This design comes from an exercise in tuning for small area and a short achievable clock period on the open sky130 flow, not from production work.
Only simulation tests tie the RTL to the original design; equivalence was not proved.

// tsow_core
module tsow_core (
    input  wire        clk,
    input  wire        rst,         
    input  wire        tick,        
    input  wire        line_in,
    output reg         line_out,
    output reg         line_oe,
    input  wire        cmd_valid,
    input  wire [31:0] cmd,
    output reg  [31:0] rsp
);
For scale: ~4700 cells after synthesis, ~71 I/O pins.
Settings: LEC_CHECK=0, ABC_CLOCK_PERIOD_IN_PS=3000, CAP_MARGIN=20, CORE_MARGIN=2, CORE_UTILIZATION=65, SLEW_MARGIN=45; clock period 10.0 ns.
standard.sh (not shown) runs the stock make flow with config.mk's settings and CLKGATE_MAP_FILE= SYNTH_SCRIPT=/design/flow/synth_recipe.tcl, a recipe that flattens the netlist after the stock synthesis.
==> flow/flow/run.sh <==
#!/bin/bash
# The standard layout (standard.sh, synthesis unchanged) with changes to
# how the resizer and CTS work; the clock, SDC and design are unchanged:
#  - repair_timing aims for 6.7 ns of setup slack (a 3.3 ns target);
#  - the port buffers are buf_4 cells rather than the delay cells that
#    buffer_ports picks by default;
#  - the resizer may change a cell's footprint when it sizes it;
#  - CTS clusters up to 16 sinks within 50 um under clkbuf_8 leaf buffers
#    and adds no dummy loads.
set -o pipefail
export SETUP_SLACK_MARGIN=6.7
export BUFFER_PORTS_ARGS="-buffer_cell sky130_fd_sc_hd__buf_4"
export CTS_ARGS="-sink_clustering_enable -repair_clock_nets -sink_clustering_size 16 -sink_clustering_max_diameter 50 -sink_clustering_buffer sky130_fd_sc_hd__clkbuf_8 -dont_use_dummy_load"
bash standard.sh MATCH_CELL_FOOTPRINT=0 finish > standard.log 2>&1
Then changed:
--- a/flow/design.v
+++ b/flow/design.v
@@ -53,17 +53,16 @@
     reg [7:0]  rx_sr;
     reg [2:0]  rx_bit;
     reg [2:0]  rx_fld;
     reg [7:0]  rx_cnt;           
     reg [7:0]  rx_len;
     reg [7:0]  rx_src;
     reg        rx_acc;
     reg        rx_pend;          
-    reg        rx_store;         
     wire [3:0] op  = cmd[31:28];
     wire z_hi = (cmd[27:10] == 18'd0);
     wire z_98 = (cmd[9:8] == 2'd0);
     wire z_72 = (cmd[7:2] == 6'd0);
     wire z_10 = (cmd[1:0] == 2'd0);
     wire z_all = z_hi & z_98 & z_72 & z_10;
     wire c_stat   = cmd_valid & (op == 4'd0) & z_all;
     wire c_fill   = cmd_valid & (op == 4'd1) & z_hi;
@@ -176,17 +175,16 @@
     always @(posedge clk) begin
         rxf_pend <= rx_accept;
         out_pend <= unload_ok;
         txf_ld1  <= tx_start;
         txf_ld   <= txf_ld1;
         tw_en    <= fill_ok;
         tw_dat   <= cmd[7:0];
         rx_pend  <= rx_byte_done & (rx_fld == RF_PAY);
-        rx_store <= rx_acc & rx_len_ok;
         if (rx_pend)
             rx_cnt <= rx_cnt + 8'd1;
         tx_nb    <= sel64(txf_flat, tx_hi, tx_lo);
         if (rst) begin
             phase    <= PH_IDLE;
             txreq    <= 1'b0;
             calst    <= CS_NONE;
             period   <= 10'd3;
@@ -264,18 +262,17 @@
             wait_cnt <= tick ? 10'd599 : 10'd600;
         else case (phase)
             PH_IDLE: wait_cnt <= period;
             PH_CAL:  if (tick) wait_cnt <= cal_drop ? cal_hi + {1'b0, cal_hi[9:1]}
                                                     : wait_cnt - 10'd1;
             default: if (tick) wait_cnt <= slot_end ? period : wait_cnt - 10'd1;
         endcase
         if (phase == PH_IDLE) begin
-            tx_len  <= fill_ok ? txq_len_p1 : txq_len;
-            tx_dest <= c_setd ? cmd[7:0] : dest;
+            tx_len  <= txq_len;
             tx_sr   <= 7'd0;
             tx_bl   <= 3'd1;
             tx_nx   <= TU_HOST;
         end else if (tx_step) begin
             if (tx_bl != 3'd0) begin
                 tx_sr <= {tx_sr[5:0], 1'b0};
                 tx_bl <= tx_bl - 3'd1;
             end else begin
@@ -294,16 +291,21 @@
                 end else if (tx_nx == TU_PAY) begin
                     tx_len <= tx_len - 7'd1;
                     tx_lo  <= {tx_lo[6:0], tx_lo[7]};
                     if (tx_lo[7])
                         tx_hi <= {tx_hi[6:0], tx_hi[7]};
                 end
             end
         end
+        if (txf_ld1) begin
+            tx_dest <= dest;
+            if (tw_en)
+                tx_len <= tx_len + 7'd1;
+        end
         if (phase != PH_RXB) begin
             rx_bit <= 3'd0;
             rx_fld <= RF_SRC;
         end else if (rx_sample) begin
             rx_sr  <= rx_v;
             rx_bit <= rx_bit + 3'd1;
             if (rx_bit == 3'd7) begin
                 case (rx_fld)
@@ -337,17 +339,17 @@
         end
     end
     always @(posedge clk) begin
         if (tw_en) begin
             for (i = 0; i < 63; i = i + 1)
                 txq_mem[i] <= txq_mem[i + 1];
             txq_mem[63] <= tw_dat;
         end
-        if (rx_pend & rx_store)
+        if (rx_pend & rx_acc & rx_len_ok)
             rxa_mem[rx_cnt[5:0]] <= rx_sr;
         for (i = 0; i < 64; i = i + 1) begin
             if (txf_ld)
                 txf_mem[i] <= txq_mem[i];
             if (rxf_pend)
                 rxf_mem[i] <= rxa_mem[i];
             if (out_pend)
                 out_mem[i] <= rxf_mem[i];
Outcome: Via count increases slightly. Die area barely changes. Core utilization came out higher by 0.32 points. Setup slack loses 410 ps. Count of clock-buffer cells in the layout is unchanged. Maximum frequency shrinks by roughly a tenth. Register-to-register slack gets worse by 160 ps. Wire length shrinks slightly.

-- separate check: timing with driven ports --
The results above use ideal ports. As a check the final layouts listed here were re-extracted and re-timed, cells and wires unchanged. Step 1: set_driving_cell puts a clkbuf_16 on clk and a buf_2 on each other input, an assumption about the parent block. Step 2 adds t to the input delays and takes it off the output delays; t is the mean of the earliest and latest rising clock arrival at the registers after step 1. Input paths then give back, and output paths get back, about the clock's delay inside the block. a / b / c = no drivers / after step 1 / after step 2; a / b = the first two.
run	t, ns	slack for setup (ns)	hold slack, ns	cell pins on the clock port's net
the first run	0.836	6.678 / 6.639 / 5.899	0.307 / 0.307 / 0.307	1
the second run	0.844	6.263 / 6.308 / 5.464	0.359 / 0.359 / 0.359	1
After both steps every run listed still meets setup and hold. For the second run, which loses most, drivers alone change the setup slack by +0.045 ns; drivers and shift together by -0.799 ns.
